Source: an optimization exercise on an open RTL-to-GDS flow (aim: small area, a short achievable clock period and few clock cycles per item). Production flows keep margins and buffers that such runs may drop.
Function was checked by simulation only, so behaviour that the tests miss may differ from the original.
No activity file was given, so power comes from the tool's default toggle rates.

`design/flow/run.sh`:
```
#!/bin/bash
# synth_recipe.tcl (not shown) runs the flow's synth.tcl, then flattens the netlist and writes it again
# the make line also repeats each setting of config.mk as NAME=value (left out here)
make -C /OpenROAD-flow-scripts/flow DESIGN_CONFIG=/design/flow/config.mk WORK_HOME=/design/flow/orfs CLKGATE_MAP_FILE= SYNTH_SCRIPT=/design/flow/synth_recipe.tcl finish
```
`design/flow/config.mk`:
```
export PLATFORM = sky130hd
export DESIGN_NAME = xarm_codec_b
export DESIGN_NICKNAME = xarm_codec_b
export VERILOG_FILES = /design/flow/design.v
export SDC_FILE = /design/flow/constraint.sdc
export NUM_CORES = 4
export LEC_CHECK = 0
export CAP_MARGIN = 20
export CORE_MARGIN = 2
export CORE_UTILIZATION = 40
export SLEW_MARGIN = 20
```
`design/flow/design.v`:
```
module xarm_codec_b (
    input  wire        clk,
    input  wire        rst,
    input  wire        req_valid,
    output wire        req_ready,
    input  wire [7:0]  req_op,
    input  wire [7:0]  req_cmd,
    input  wire [7:0]  req_id,
    input  wire [8:0]  req_len,
    input  wire [15:0] req_a,
    input  wire [15:0] req_b,
    input  wire        in_valid,
    output wire        in_ready,
    input  wire [7:0]  in_data,
    output wire        out_valid,
    input  wire        out_ready,
    output wire [7:0]  out_data,
    output wire        out_last,
    output wire        resp_valid,
    input  wire        resp_ready,
    output wire [7:0]  resp_status,
    output wire [7:0]  resp_arg,
    output wire [15:0] resp_lo,
    output wire [15:0] resp_hi,
    output wire [7:0]  resp_reason,
    output wire [7:0]  resp_byte,
    output wire [7:0]  resp_plen,
    output wire [8:0]  resp_len
);
    localparam [7:0] OP_ENC     = 8'h10;
    localparam [7:0] OP_TEMPLIM = 8'h15;
    localparam [7:0] OP_DEC     = 8'h18;
    localparam [7:0] OP_CHK     = 8'h19;
    localparam [7:0] CMD_MOVE    = 8'd1;
    localparam [7:0] CMD_MOVEW   = 8'd7;
    localparam [7:0] CMD_ID_READ = 8'd14;
    localparam [7:0] CMD_ANGLIM  = 8'd20;
    localparam [7:0] CMD_VINLIM  = 8'd22;
    localparam [7:0] CMD_TEMPLIM = 8'd24;
    localparam [7:0] SIG = 8'h55;
    localparam [1:0] C_ENC = 2'd0;    
    localparam [1:0] C_DEC = 2'd1;
    localparam [1:0] C_CHK = 2'd2;
    localparam [1:0] C_REF = 2'd3;
    localparam [3:0] S_IDLE   = 4'd0;
    localparam [3:0] S_GATHER = 4'd1;    
    localparam [3:0] S_DRAIN  = 4'd2;    
    localparam [3:0] S_CHECK  = 4'd3;    
    localparam [3:0] S_CHECK2 = 4'd4;    
    localparam [3:0] S_H0     = 4'd5;    
    localparam [3:0] S_H1     = 4'd6;
    localparam [3:0] S_H2     = 4'd7;
    localparam [3:0] S_H3     = 4'd8;
    localparam [3:0] S_H4     = 4'd9;
    localparam [3:0] S_PAY    = 4'd10;   
    localparam [3:0] S_CSUM   = 4'd11;   
    localparam [3:0] S_RX     = 4'd12;   
    localparam [3:0] S_FIN    = 4'd13;   
    function [4:0] validate(input [3:0] k, input [15:0] va, input [15:0] vb);
        begin
            validate = 5'd0;
            if (k[3]) begin
                if (va > 16'd1000)       validate = {1'b1, 3'd1, 1'b0};
                else if (vb > 16'd30000) validate = {1'b1, 3'd2, 1'b0};
            end
            if (k[2]) begin
                if (va > 16'd1000)      validate = {1'b1, 3'd3, 1'b0};
                else if (vb > 16'd1000) validate = {1'b1, 3'd4, 1'b0};
                else if (va > vb)       validate = {1'b1, 3'd3, 1'b1};
            end
            if (k[1]) begin
                if (va < 16'd4500 || va > 16'd12000)      validate = {1'b1, 3'd5, 1'b0};
                else if (vb < 16'd4500 || vb > 16'd12000) validate = {1'b1, 3'd6, 1'b0};
            end
            if (k[0]) begin
                if (va < 16'd50 || va > 16'd100) validate = {1'b1, 3'd7, 1'b0};
            end
        end
    endfunction
    function [3:0] cmd_kind(input [7:0] c);
        cmd_kind = {(c == CMD_MOVE) || (c == CMD_MOVEW), c == CMD_ANGLIM,
                    c == CMD_VINLIM, c == CMD_TEMPLIM};
    endfunction
    reg [3:0]  state;
    reg [1:0]  cls;
    reg [7:0]  cmd;
    reg [7:0]  id;
    reg [8:0]  len;
    reg [15:0] a;           
    reg [15:0] b;
    reg        pass;        
    reg        pay_ok;      
    reg        sig_ok;
    reg [8:0]  cnt;
    reg        lastq;       
    reg        dpay;        
    reg [7:0]  sum;
    reg        e_br, e_rs3;  
    reg [4:0]  v_reg;       
    reg [1:0]  fcnt;
    reg [7:0]  fd0, fd1;
    reg        fl0, fl1;
    reg        ov;
    reg        rv, rvo;
    reg [1:0]  owed;        
    reg [3:0]  r_st;
    reg        r_s4, r_ff;
    reg [2:0]  r_arg;
    reg        r_f56, r_f7, r_h1000, r_h30000, r_hib;
    reg        r_rb, r_rs3, r_rs11;
    reg [7:0]  r_byte;
    reg [8:0]  r_len;
    reg        req_ready_q, in_ready_q;
    reg        pc_valid;
    reg [3:0]  pq_state;
    reg [1:0]  pq_cls;
    reg        pq_typed, pq_pass, pq_payok, pq_ebr, pq_ers3, pq_len1;
    reg [4:0]  vq;
    assign req_ready   = req_ready_q;
    assign in_ready    = in_ready_q;
    assign out_valid   = ov;
    assign out_data    = fd0;
    assign out_last    = fl0;
    assign resp_valid  = rvo;
    assign resp_status = {r_ff, r_ff, r_ff, r_s4, r_st};
    assign resp_arg    = {5'd0, r_arg};
    assign resp_reason = {4'd0, r_rs11, 1'b0, r_rs3, r_rb};
    assign resp_byte   = r_byte;
    assign resp_plen   = r_len[7:0];
    assign resp_len    = r_len;
    assign resp_lo     = ({16{r_f56}} & 16'd4500) | ({16{r_f7}} & 16'd50);
    assign resp_hi     = ({16{r_h1000}} & 16'd1000) | ({16{r_h30000}} & 16'd30000) |
                         ({16{r_f56}} & 16'd12000) | ({16{r_f7}} & 16'd100) |
                         ({16{r_hib}} & b);
    wire       v_sel  = (state == S_CHECK);
    wire       typed  = (req_op >= 8'h11) && (req_op <= OP_TEMPLIM);
    wire [3:0] op_kind = !typed ? 4'd0 :
                         (req_op[2:0] == 3'd1 || req_op[2:0] == 3'd2) ? 4'b1000 :
                         (req_op[2:0] == 3'd3) ? 4'b0100 :
                         (req_op[2:0] == 3'd4) ? 4'b0010 : 4'b0001;
    wire [3:0] rc_kind = cmd_kind(req_cmd);
    wire       rc_bnd  = |rc_kind;
    wire [4:0] v_now   = validate(v_sel ? cmd_kind(cmd) : op_kind,
                                  v_sel ? a : req_a, v_sel ? b : req_b);
    reg [3:0] d_state;
    reg [1:0] d_cls;
    reg       d_pass, d_ebr, d_ers3;
    always @(*) begin
        d_state = S_FIN; d_cls = C_REF; d_pass = 1'b0; d_ebr = 1'b0; d_ers3 = 1'b0;
        if (req_op == OP_ENC) begin
            d_cls = C_ENC;
            if (req_len > 9'd252) begin
                d_state = S_DRAIN; d_ebr = 1'b1;
            end else if (rc_bnd) begin
                if (req_len != (rc_kind[0] ? 9'd1 : 9'd4)) begin
                    d_ebr = 1'b1; d_ers3 = 1'b1;
                    d_state = (req_len == 9'd0) ? S_FIN : S_DRAIN;
                end else
                    d_state = S_GATHER;
            end else begin
                d_state = S_H0; d_pass = 1'b1;
            end
        end else if (typed) begin
            d_cls = C_ENC;
            d_state = v_now[4] ? S_FIN : S_H0;
        end else if (req_op == OP_DEC || req_op == OP_CHK) begin
            d_cls = req_op[0] ? C_CHK : C_DEC;
            d_state = (req_len == 9'd0) ? S_FIN : S_RX;
        end
    end
    wire push_ok = !fcnt[1];
    wire pop     = ov && out_ready;
    wire acc     = req_valid && req_ready_q;
    wire in_fire = in_valid && in_ready_q;
    wire nlast   = (cnt + 9'd2 == len);    
    wire [8:0] cnt1 = cnt + 9'd1;
    reg       push;
    reg [7:0] pdata;
    always @(*) begin
        push  = 1'b0;
        pdata = in_data;
        case (state)
            S_H0, S_H1: begin push = push_ok; pdata = SIG; end
            S_H2:       begin push = push_ok; pdata = id; end
            S_H3:       begin push = push_ok; pdata = len[7:0] + 8'd3; end
            S_H4:       begin push = push_ok; pdata = cmd; end
            S_PAY: begin
                if (pass) begin
                    push = in_fire;
                end else begin
                    push = push_ok;
                    case (cnt[1:0])
                        2'd0:    pdata = a[7:0];
                        2'd1:    pdata = a[15:8];
                        2'd2:    pdata = b[7:0];
                        default: pdata = b[15:8];
                    endcase
                end
            end
            S_CSUM: begin push = push_ok && !rv; pdata = ~sum; end
            S_RX:   push = in_fire && dpay;
            default: ;
        endcase
    end
    wire plast = (state == S_CSUM) || (state == S_RX && nlast);
    wire sum_en = (push && (state == S_H2 || state == S_H3 || state == S_H4 || state == S_PAY)) ||
                  (state == S_RX && in_fire && (cls == C_CHK || cnt >= 9'd2));
    wire done = !rv && ((state == S_FIN) || (state == S_CSUM && push_ok));
    reg [7:0] nst;
    reg [2:0] narg;
    reg       nhib, nrb, nrs3, nrs11;
    always @(*) begin
        nst = 8'h00; narg = 3'd0; nhib = 1'b0; nrb = 1'b0; nrs3 = 1'b0; nrs11 = 1'b0;
        if (state == S_FIN) begin
            case (cls)
                C_ENC: begin
                    if (e_br) begin
                        nst = 8'h10; nrb = 1'b1; nrs3 = e_rs3;
                    end else if (v_reg[4]) begin
                        nst = 8'h01; narg = v_reg[3:1]; nhib = v_reg[0];
                    end
                end
                C_DEC: begin
                    if (len > 9'd258) begin
                        nst = 8'h10; nrb = 1'b1; nrs3 = 1'b1; nrs11 = 1'b1;
                    end else if (len == 9'd0)
                        nst = 8'h03;
                    else if (len < 9'd2 || !sig_ok)
                        nst = 8'h05;
                    else if (len < 9'd6)
                        nst = 8'h07;
                    else if (sum != 8'hFF)
                        nst = 8'h09;
                    else if (cmd != CMD_ID_READ && a[7:0] != id)
                        nst = 8'h06;
                    else if ({1'b0, a[15:8]} + 9'd3 != len)
                        nst = 8'h07;
                    else if (b[7:0] != cmd)
                        nst = 8'h08;
                end
                C_CHK: ;
                default: nst = 8'hFF;
            endcase
        end
    end
    reg [3:0] state_n;
    reg [8:0] cnt_n;
    reg       lastq_n, dpay_n;
    always @(*) begin
        state_n = state;
        cnt_n   = cnt;
        lastq_n = lastq;
        dpay_n  = dpay;
        case (state)
            S_GATHER, S_DRAIN: begin
                if (in_fire) begin
                    cnt_n = cnt1; lastq_n = nlast;
                    if (lastq) state_n = (state == S_GATHER) ? S_CHECK : S_FIN;
                end
            end
            S_CHECK: state_n = S_CHECK2;
            S_CHECK2: begin
                cnt_n = 9'd0; lastq_n = (len == 9'd1);
                state_n = vq[4] ? S_FIN : S_H0;
            end
            S_H0, S_H1, S_H2, S_H3: if (push) state_n = state + 4'd1;
            S_H4: if (push) state_n = (len == 9'd0) ? S_CSUM : S_PAY;
            S_PAY: begin
                if (push) begin
                    cnt_n = cnt1; lastq_n = nlast;
                    if (lastq) state_n = S_CSUM;
                end
            end
            S_RX: begin
                if (in_fire) begin
                    cnt_n = cnt1; lastq_n = nlast;
                    dpay_n = pay_ok && (cnt >= 9'd4) && !nlast;
                    if (lastq) state_n = S_FIN;
                end
            end
            S_CSUM, S_FIN: if (done) state_n = S_IDLE;
            default: ;
        endcase
        if (acc) begin
            state_n = pq_state;
            cnt_n   = 9'd0;
            lastq_n = pq_len1;
            dpay_n  = 1'b0;
        end
    end
    wire [1:0] cls_n  = acc ? pq_cls : cls;
    wire       pass_n = acc ? pq_pass : pass;
    wire [1:0] fcnt_n = fcnt + {1'b0, push} - {1'b0, pop};
    wire       rv_n   = done ? 1'b1 : (rvo && resp_ready) ? 1'b0 : rv;
    wire [1:0] owed_n = done ? fcnt_n : (pop && owed != 2'd0) ? owed - 2'd1 : owed;
    wire       hib_n  = done ? nhib : r_hib;
    wire pc_valid_n = req_valid && !acc && !v_sel;
    wire req_ready_n = pc_valid_n && (
        (state_n == S_IDLE && !(rv_n && hib_n)) ||
        (state_n == S_CSUM && !fcnt_n[1] && !rv_n) ||
        (state_n == S_FIN && !rv_n && cls_n != C_ENC));
    wire in_ready_n = (state_n == S_GATHER) || (state_n == S_DRAIN) ||
                      (state_n == S_PAY && pass_n && !fcnt_n[1]) ||
                      (state_n == S_RX && (!dpay_n || !fcnt_n[1]));
    always @(posedge clk) begin
        if (rst) begin
            state       <= S_IDLE;
            fcnt        <= 2'd0;
            ov          <= 1'b0;
            rv          <= 1'b0;
            rvo         <= 1'b0;
            owed        <= 2'd0;
            req_ready_q <= 1'b0;
            in_ready_q  <= 1'b0;
            pc_valid    <= 1'b0;
        end else begin
            state       <= state_n;
            fcnt        <= fcnt_n;
            ov          <= (fcnt_n != 2'd0);
            rv          <= rv_n;
            rvo         <= rv_n && (owed_n == 2'd0);
            owed        <= owed_n;
            req_ready_q <= req_ready_n;
            in_ready_q  <= in_ready_n;
            pc_valid    <= pc_valid_n;
        end
        if (pop && fcnt == 2'd2) begin
            fd0 <= fd1; fl0 <= fl1;
        end
        if (push) begin
            if (fcnt == 2'd0 || (fcnt == 2'd1 && pop)) begin
                fd0 <= pdata; fl0 <= plast;
            end else begin
                fd1 <= pdata; fl1 <= plast;
            end
        end
        if (done) begin
            r_st     <= nst[3:0];
            r_s4     <= nst[4];
            r_ff     <= nst[7];
            r_arg    <= narg;
            r_f56    <= (narg == 3'd5) || (narg == 3'd6);
            r_f7     <= (narg == 3'd7);
            r_h1000  <= (narg == 3'd1 || narg == 3'd3 || narg == 3'd4) && !nhib;
            r_h30000 <= (narg == 3'd2);
            r_hib    <= nhib;
            r_rb     <= nrb;
            r_rs3    <= nrs3;
            r_rs11   <= nrs11;
            r_byte   <= (cls == C_DEC) ? a[7:0] : ~sum;
            r_len    <= (cls == C_DEC) ? (len - 9'd6) : (len + 9'd6);
        end
        vq <= v_now;
        pq_state <= d_state;
        pq_cls   <= d_cls;
        pq_typed <= typed;
        pq_pass  <= d_pass;
        pq_ebr   <= d_ebr;
        pq_ers3  <= d_ers3;
        pq_payok <= (req_op == OP_DEC) && (req_len >= 9'd6) && (req_len <= 9'd258);
        pq_len1  <= typed ? (req_op[2:0] == 3'd5) : (req_len == 9'd1);
        cnt   <= cnt_n;
        lastq <= lastq_n;
        dpay  <= dpay_n;
        if (sum_en)
            sum <= sum + pdata;
        if (state == S_CHECK2)
            v_reg <= vq;
        if (in_fire) begin
            if (state == S_GATHER) begin
                case (cnt[1:0])
                    2'd0:    a       <= {8'd0, in_data};
                    2'd1:    a[15:8] <= in_data;
                    2'd2:    b[7:0]  <= in_data;
                    default: b[15:8] <= in_data;
                endcase
            end
            if (state == S_RX) begin
                if ((cnt == 9'd0 || cnt == 9'd1) && in_data != SIG)
                    sig_ok <= 1'b0;
                if (cnt == 9'd2) a[7:0]  <= in_data;
                if (cnt == 9'd3) a[15:8] <= in_data;
                if (cnt == 9'd4) b[7:0]  <= in_data;
            end
        end
        if (acc) begin
            id     <= req_id;
            sum    <= 8'd0;
            sig_ok <= 1'b1;
            a      <= req_a;
            b      <= req_b;
            cls    <= pq_cls;
            pass   <= pq_pass;
            pay_ok <= pq_payok;
            e_br   <= pq_ebr;
            e_rs3  <= pq_ers3;
            v_reg  <= vq;
            cmd    <= pq_typed ? ((req_op[2:0] == 3'd1) ? CMD_MOVE :
                                  (req_op[2:0] == 3'd2) ? CMD_MOVEW :
                                  (req_op[2:0] == 3'd3) ? CMD_ANGLIM :
                                  (req_op[2:0] == 3'd4) ? CMD_VINLIM : CMD_TEMPLIM) : req_cmd;
            len    <= pq_typed ? ((req_op[2:0] == 3'd5) ? 9'd1 : 9'd4) : req_len;
        end
    end
endmodule
```
`design/flow/constraint.sdc`:
```
create_clock -name core_clock -period 5.0 [get_ports {clk}]
set_input_delay 1.0000 -clock core_clock [delete_from_list [all_inputs] [get_ports {clk}]]
set_output_delay 1.0000 -clock core_clock [all_outputs]
set_load 0.01 [all_outputs]
```
==> flow_summary.yaml, run 1 <==
run_status:
  outcome: "timing/DRC/antenna clean"
run:
  cap_violations: 0
layout:
  final_cell_mix: "154 x nand2_1, 153 x clkdlybuf4s50_1, 113 x nor2_1"
  multi_input_comb_area_mm2: 0.006760
  top_regs: "a (16), b (16)"
  final_core_util_pct: 47.99
  regArea_mm2: 0.004484
  fill_cells: 2865
  antenna_cells: 0
  final_common_cell: "nand2_1"
  nets: 1579
  area_growth_pct: 18.00
  drive_above_1_share_pct: 6.875
global_routing:
  grt_pass1_vias: 10340
  grt-ovfl-total: 0
  grt_max_degree: 53
  track_usage_pct: 26.52
  grt_pass1_wl_mm: 62.78
  grt_antenna_before_repair: 0
clock_network:
  cts_hold_buf: 0
  cts_tree: "yes"
  clk_latency_ns: 0.46
  post_cts_buffers: 0
  clk_pin_slew_worst_paths_ns: 0.07
  htreeDepth: 4
  cts_inserted_buffers: 17
  cts-root-buf: "clkbuf_16"
  postCtsResizedCells: 0
  clock_sinks: 170
  clk_path_buf_depth: 2
hold_path:
  hold_start: "pq_ebr"
  hold_end: "e_br"
  hold_class: "reg -> reg"
  whs_path_depth: 0
die:
  die_h_um: 177.6
  initial_core_util_pct: 40.67
  io-pin-count: 173
  dieWidth_um: 177.6
  rows: 63
  core_mm2: 0.02964
  fp.dieArea_mm2: 0.03154
synth:
  seq_area_frac_synth_pct: 37.21
  async_flop_share_pct: 0
  syn_inst: 1382
  synth_edf_count: 108
  yosysWarningCount: 1
  synth_ff_type: "edfxtp_1"
  postSynthAreaPerCell_um2: 8.721
  netlist_area_mm2: 0.01205
  synth_cell_type_count: 90
  synth-seq-cells: 170
pwr:
  power_frac_clock_pct: 24.5
  max-vdd-ir-drop_mv: 0.2712
  switching_power_mw: 2.228
  switching_share_pct: 39.26
  seqPwrFrac_pct: 38.6
  p_comb_share_pct: 36.9
  powerDensity_mw_per_mm2: 399.1
  leakagePower_nw: 5.368
  p_int_mw: 3.448
sta:
  tightest_slew_ns: 1.011
  maxSlewHeadroom_pct: 32.35
  skew_ns: 0.01423
  setup_viol: 0
  report.final.hold_viol_count: 0
  rsz0062_at_grt: "no"
  period_share_pct: 88.21
  drv_slew: 0
  fin_tns_setup_ns: 0
  fin_crit_ns: 4.410
  fmax_ghz: 0.2267
setup_path:
  rrSetupSlack_ns: 0.59
  reg2reg_to: "sum[7]"
  cp-start-kind: "flop"
  r2r-start: "state[1]"
  critPathArrivalTime_ns: 4.76
  reg2reg_depth: 16
  end_kind: "flop"
  required_ns: 5.35
  critical_path_class: "reg -> reg"
  crit_fanout: 11
detailed_routing:
  drc_errors: 0
  drt_iter0_markers: 1261
  drtAntennaViolNets: 0
  drt_pass1_iterations: 7
  drt_wl_total_mm: 41.64
  vias: 10980
  wl_per_cell_um: 22.40
  avgViaCountPerCell: 5.905
place:
  portBuffers: 153
  hpwl_mm: 30.93
  place_congestion: 0.9224
==> stage by stage <==
stage,setup slack (ns),hold slack (ns),cells,cell area (µm²),power (mW)
6_report,0.5896,0.4039,1859,14220,5.677
5_1_grt,0.2507,0.4161,1859,14220,5.977
4_1_cts,0.6688,0.4050,1858,14200,5.669
3_5_place_dp,0.6954,0.3887,1826,13600,4.262
3_3_place_gp,0.8651,0.3870,1826,13600,4.250
2_1_floorplan,1.116,0.3855,1400,12120,3.517
==> worst max-delay path, cell delays in order, from the launching register on <==
cell and delay (ns):
dfxtp_1 0.43, ha_1 0.45, nor3_2 0.15, o22a_1 0.34, o21bai_1 0.25, a2111oi_0 0.57, a21oi_1 0.15, a2bb2oi_1 0.19
ha_1 0.28, a21o_1 0.18, a21oi_1 0.22, nor2b_1 0.08, o21a_1 0.18, o41ai_1 0.33, xnor2_1 0.19, a21oi_1 0.09
a31o_1 0.21
==> synth_stat cells (20+ instances only) <==
| library cell | count | area (µm²) |
|---|---|---|
| nand2_1 | 155 | 581.8 |
| a21oi_1 | 71 | 355.3 |
| clkbuf_1 | 75 | 281.5 |
| inv_1 | 45 | 168.9 |
| dfxtp_1 | 62 | 1241 |
| nor3_1 | 39 | 195.2 |
| o21ai_0 | 74 | 370.4 |
| ha_1 | 43 | 538.0 |
| nand4_1 | 25 | 156.4 |
| xnor2_1 | 48 | 420.4 |
| nor4_1 | 20 | 125.1 |
| nor2_1 | 114 | 427.9 |
| mux2i_1 | 56 | 560.5 |
| buf_4 | 40 | 300.3 |
| nand3_1 | 35 | 175.2 |
| edfxtp_1 | 108 | 3243 |
| xor2_1 | 23 | 201.4 |
| nor2b_1 | 31 | 193.9 |
==> worst max-delay path by stage <==
stage / start / endpoint / depth (start not counted)
after floorplan: state[1] / sum[6] / 18
after global placement: state[1] / sum[7] / 16
after detailed placement: state[1] / sum[7] / 16
after CTS: state[1] / sum[7] / 16
after global routing: state[0] / sum[7] / 17
final: state[1] / sum[7] / 16
==> cells by family (layout without fill, tap and decap cells) <==
| logic type | after synthesis | count (layout) | synth area share, % |
|---|---|---|---|
| compound gates | 325 | 325 | 18.48 |
| xor+xnor | 71 | 71 | 5.159 |
| fa+ha+maj | 44 | 44 | 4.630 |
| buf+inv | 184 | 253 | 7.412 |
| flops | 170 | 170 | 37.21 |
| mux | 61 | 61 | 5.118 |
| other cells | 1 | 19 | 0.03111 |
| simple gates | 526 | 526 | 21.97 |
==> cell type report <==
class,count,area share (%)
clock buffers,19,3.185
well taps,390,3.431
clock inverters,13,1.064
flip-flops and latches,170,31.53
multi-input cells,1046,47.53
inverters,45,1.188
repair buffers,176,12.07
==> per-layer routing <==
layer	vias up	GRT usage [%]	share of wire (%)
met5	-	0	0
met4	0	10.45	3.2
met3	82	5.784	8.5
met2	506	39.49	43
met1	5246	37.28	45
li1	5144	-	-
==> power by group through the flow <==
stage | logic, mW | clock network [mW] | registers (mW)
2_1_floorplan | 1.57 | 0 | 1.94
3_3_place_gp | 2.05 | 0 | 2.20
3_5_place_dp | 2.06 | 0 | 2.20
4_1_cts | 2.07 | 1.42 | 2.18
5_1_grt | 2.29 | 1.47 | 2.21
6_report | 2.10 | 1.39 | 2.19
Testbench counts, summed over its fixed seeds: cycles 27,544, items 3,200.
==> inputs of run 2 (changes only) <==
--- a/design/flow/config.mk
+++ b/design/flow/config.mk
@@ -5,7 +5,9 @@
 export SDC_FILE = /design/flow/constraint.sdc
 export NUM_CORES = 4
 export LEC_CHECK = 0
+export ABC_CLOCK_PERIOD_IN_PS = 2000
 export CAP_MARGIN = 20
 export CORE_MARGIN = 2
 export CORE_UTILIZATION = 40
+export SETUP_SLACK_MARGIN = 2.8
 export SLEW_MARGIN = 20
==> run 2 against run 1 <==
Against the previous run: routed wire length grew 21%; clock skew rose by 0.0037 ns; die area stayed put; cell count grew 11%; highest routed layer unchanged; global-route usage up 3.3 points; total power up 27%; hold slack improved by 0.0056 ns.
==> flow_summary.yaml, run 2 <==
synth:
  yosysMostFrequentCell: "nand2_1"
  synth_top_area_share_pct: 26.91
  synth_edf_count: 108
  postSynthAreaPerCell_um2: 8.721
  yosys-top-cells-count: "155 x nand2_1, 114 x nor2_1, 108 x edfxtp_1"
  async_flop_share_pct: 0
  yosysWarningCount: 1
  synth_ff_type: "edfxtp_1"
  synth-seq-cells: 170
  syn_inst: 1382
  ys_top_cells_by_area: "edfxtp_1 27%, dfxtp_1 10%, nand2_1 4.8%"
  synth_top_cell_by_area: "edfxtp_1"
  seq_area_frac_synth_pct: 37.21
  synth_cell_type_count: 90
  netlist_area_mm2: 0.01205
setup_path:
  cp.buffers_inverters: 2
  critPathArrivalTime_ns: 3.87
  crit_family: "compound AO/OA/AOI/OAI gates"
  cp_cell_sequence: "buf_6 -> inv_6 -> ha_4 -> nor3_4 -> o22a_2 -> o21bai_4 -> a2111oi_4 -> a21oi_2 -> a2bb2oi_4 -> ha_4 -> fa_2 -> a21o_1 -> a21o_1 -> a21o_1 -> a21oi_2 -> xnor2_1 -> mux2i_1 -> nor2_1"
  crit_fanout: 5
  critical_path_class: "reg -> reg"
  end_kind: "flop"
  cpPeakStageDelay_ns: 0.36
  cp-start-kind: "flop"
  cp_slowest_cell: "dfxtp_4"
  crit_path_frequent_cell: "a21o_1"
  required_ns: 5.34
detailed_routing:
  drtAntennaViolNets: 0
  avgViaCountPerCell: 6.159
  drc_errors: 0
  drt_pass1_iterations: 10
  drt_wl_total_mm: 50.51
  drt_iter0_markers: 2020
  vias: 12740
  wl_per_cell_um: 24.41
pwr:
  max-vdd-ir-drop_mv: 0.2831
  leakagePower_nw: 6.933
  powerDensity_mw_per_mm2: 405.9
  finalPower_mw: 7.191
sta:
  tightest_slew_ns: 0.8326
  fmax_ghz: 0.2832
  setup_viol: 0
  drv_slew: 0
  rsz0062_at_grt: "yes"
  skew_ns: 0.01789
  period_share_pct: 70.63
  fin_crit_ns: 3.531
  report.final.hold_viol_count: 0
  maxSlewHeadroom_pct: 44.49
  fin_tns_setup_ns: 0
clock_network:
  clk_pin_slew_worst_paths_ns: 0.07
  clk_latency_ns: 0.46
  cts_hold_buf: 0
  cts-root-buf: "clkbuf_16"
  clk_path_buf_depth: 2
  htreeDepth: 4
  cts_inserted_buffers: 17
  clock_sinks: 170
  cts_tree: "yes"
die:
  fp.dieArea_mm2: 0.03154
  die_h_um: 177.6
  core_mm2: 0.02964
  initial_core_util_pct: 40.67
  rows: 63
  io-pin-count: 173
  dieWidth_um: 177.6
layout:
  fill_cells: 2537
  regArea_mm2: 0.004516
  nets: 1788
  multi_input_comb_area_mm2: 0.008167
  final_common_cell: "nand2_1"
  drive_above_1_share_pct: 31.70
  top_regs: "a (16), b (16)"
  final_area_mm2: 0.01772
  final_cell_mix: "142 x nand2_1, 139 x buf_4, 108 x edfxtp_1"
  area_growth_pct: 46.98
place:
  portBuffers: 153
  place_congestion: 0.9636
  hpwl_mm: 30.85
  post_dp_cell_area_mm2: 0.01373
run:
  cap_violations: 0
global_routing:
  grt-ovfl-total: 0
  grt_pass1_vias: 11430
  grt_pass1_wl_mm: 70.27
  grt_max_degree: 49
  grt_antenna_before_repair: 1
  track_usage_pct: 29.80
hold_path:
  hold_class: "reg -> reg"
run_status:
  outcome: "timing/DRC/antenna clean"
==> run 2: layout make-up <==
type | instances | share of cell area (%)
Sequential cell | 170 | 25.49
Clock buffer | 17 | 2.401
Multi-Input combinational cell | 1054 | 46.10
Inverter | 45 | 1.151
Clock inverter | 15 | 1.123
Antenna cell | 1 | 0.01413
Tap cell | 390 | 2.754
Timing Repair Buffer | 377 | 20.97
==> run 2: path summary, 6_finish.rpt <==
check / start / to / slack (ns) / cells past startpoint
worst max-delay path: state[1] / sum[6] / 1.47 / 18
worst min-delay path: pq_ers3 / e_rs3 / 0.41 / 0
worst max register to register: state[1] / sum[6] / 1.47 / 18
worst min register to register: pq_ers3 / e_rs3 / 0.41 / 0
==> run 2: where the power goes <==
| group | internal, mW | switching [mW] |
|---|---|---|
| Clock | 0.765 | 0.666 |
| Combinational | 1.76 | 1.82 |
| Sequential | 1.79 | 0.391 |
| Total | 4.31 | 2.88 |
==> run 2: kinds of logic after synthesis <==
logic type	synth area share, %
and+or+nand+nor	21.97
muxes	5.118
buffers and inverters	7.412
adders and majority gates	4.630
xor gates and xnor gates	5.159
other	0.03111
AOI/OAI and AO/OA	18.48
DFF	37.21
==> run 2: worst reg2reg max path, cell delays in order, from the launching register on <==
cell and delay [ns]:
dfxtp_4 0.36, buf_6 0.12, inv_6 0.06, ha_4 0.18, nor3_4 0.06, o22a_2 0.24, o21bai_4 0.21, a2111oi_4 0.26
a21oi_2 0.13, a2bb2oi_4 0.20, ha_4 0.19, fa_2 0.36, a21o_1 0.19, a21o_1 0.20, a21o_1 0.20, a21oi_2 0.15
xnor2_1 0.09, mux2i_1 0.15, nor2_1 0.06
==> run 2: layer usage <==
metal	global-route usage [%]	up-vias	wire (µm)
met2	46.12	954	22510
met3	5.227	215	5296
met1	41.76	6001	20150
li1	-	5573	-
met5	0	-	0
met4	10.45	0	2556
==> run 2: metrics by stage <==
step / instances / setup WS, ns / util [%] / hold slack, ns
2_1_floorplan: 1400 / 1.742 / - / 0.3855
3_3_place_gp: 1816 / 1.096 / 46.31 / 0.3880
3_5_place_dp: 1816 / 1.025 / 46.31 / 0.3896
4_1_cts: 2000 / 1.619 / 55.04 / 0.4072
5_1_grt: 2069 / 1.360 / 59.77 / 0.4141
6_report: 2069 / 1.469 / 59.77 / 0.4096
==> run 2: what timing repair did <==
item,in CTS,in global routing
resized for setup,352,180
pin swaps,66,80
gates cloned,6,10
buffers inserted,146,58
endpoints found under the setup margin,294,151

## what the ideal ports hide
The flow's constraints put no driver on any port. The routed layouts listed below were extracted and timed again, unchanged, in two steps. Step 1 sets driving cells, clkbuf_16 on the clock port and buf_2 on the other inputs (assumed; they add their load-dependent delay and slew). Step 2, shift: input delay + t, output delay - t, t = (earliest + latest rising clock arrival at the registers) / 2. This alone moves slack from input paths to output paths. a / b / c = no drivers / after step 1 / after step 2; a / b = the first two.
| run | t (ns) | setup WS [ns] | worst hold slack (ns) | worst setup path after step 2 |
|---|---|---|---|---|
| run 1 | 0.507 | 0.590 / 0.590 / 0.590 | 0.404 / 0.404 / 0.404 | register to register |
| run 2 | 0.503 | 1.469 / 1.469 / 1.037 | 0.410 / 0.410 / 0.410 | input to register |
After both steps setup and hold are still met in every run listed. The setup slack of run 2, which loses most, moves by 0.000 ns with the drivers and by -0.432 ns with both steps.
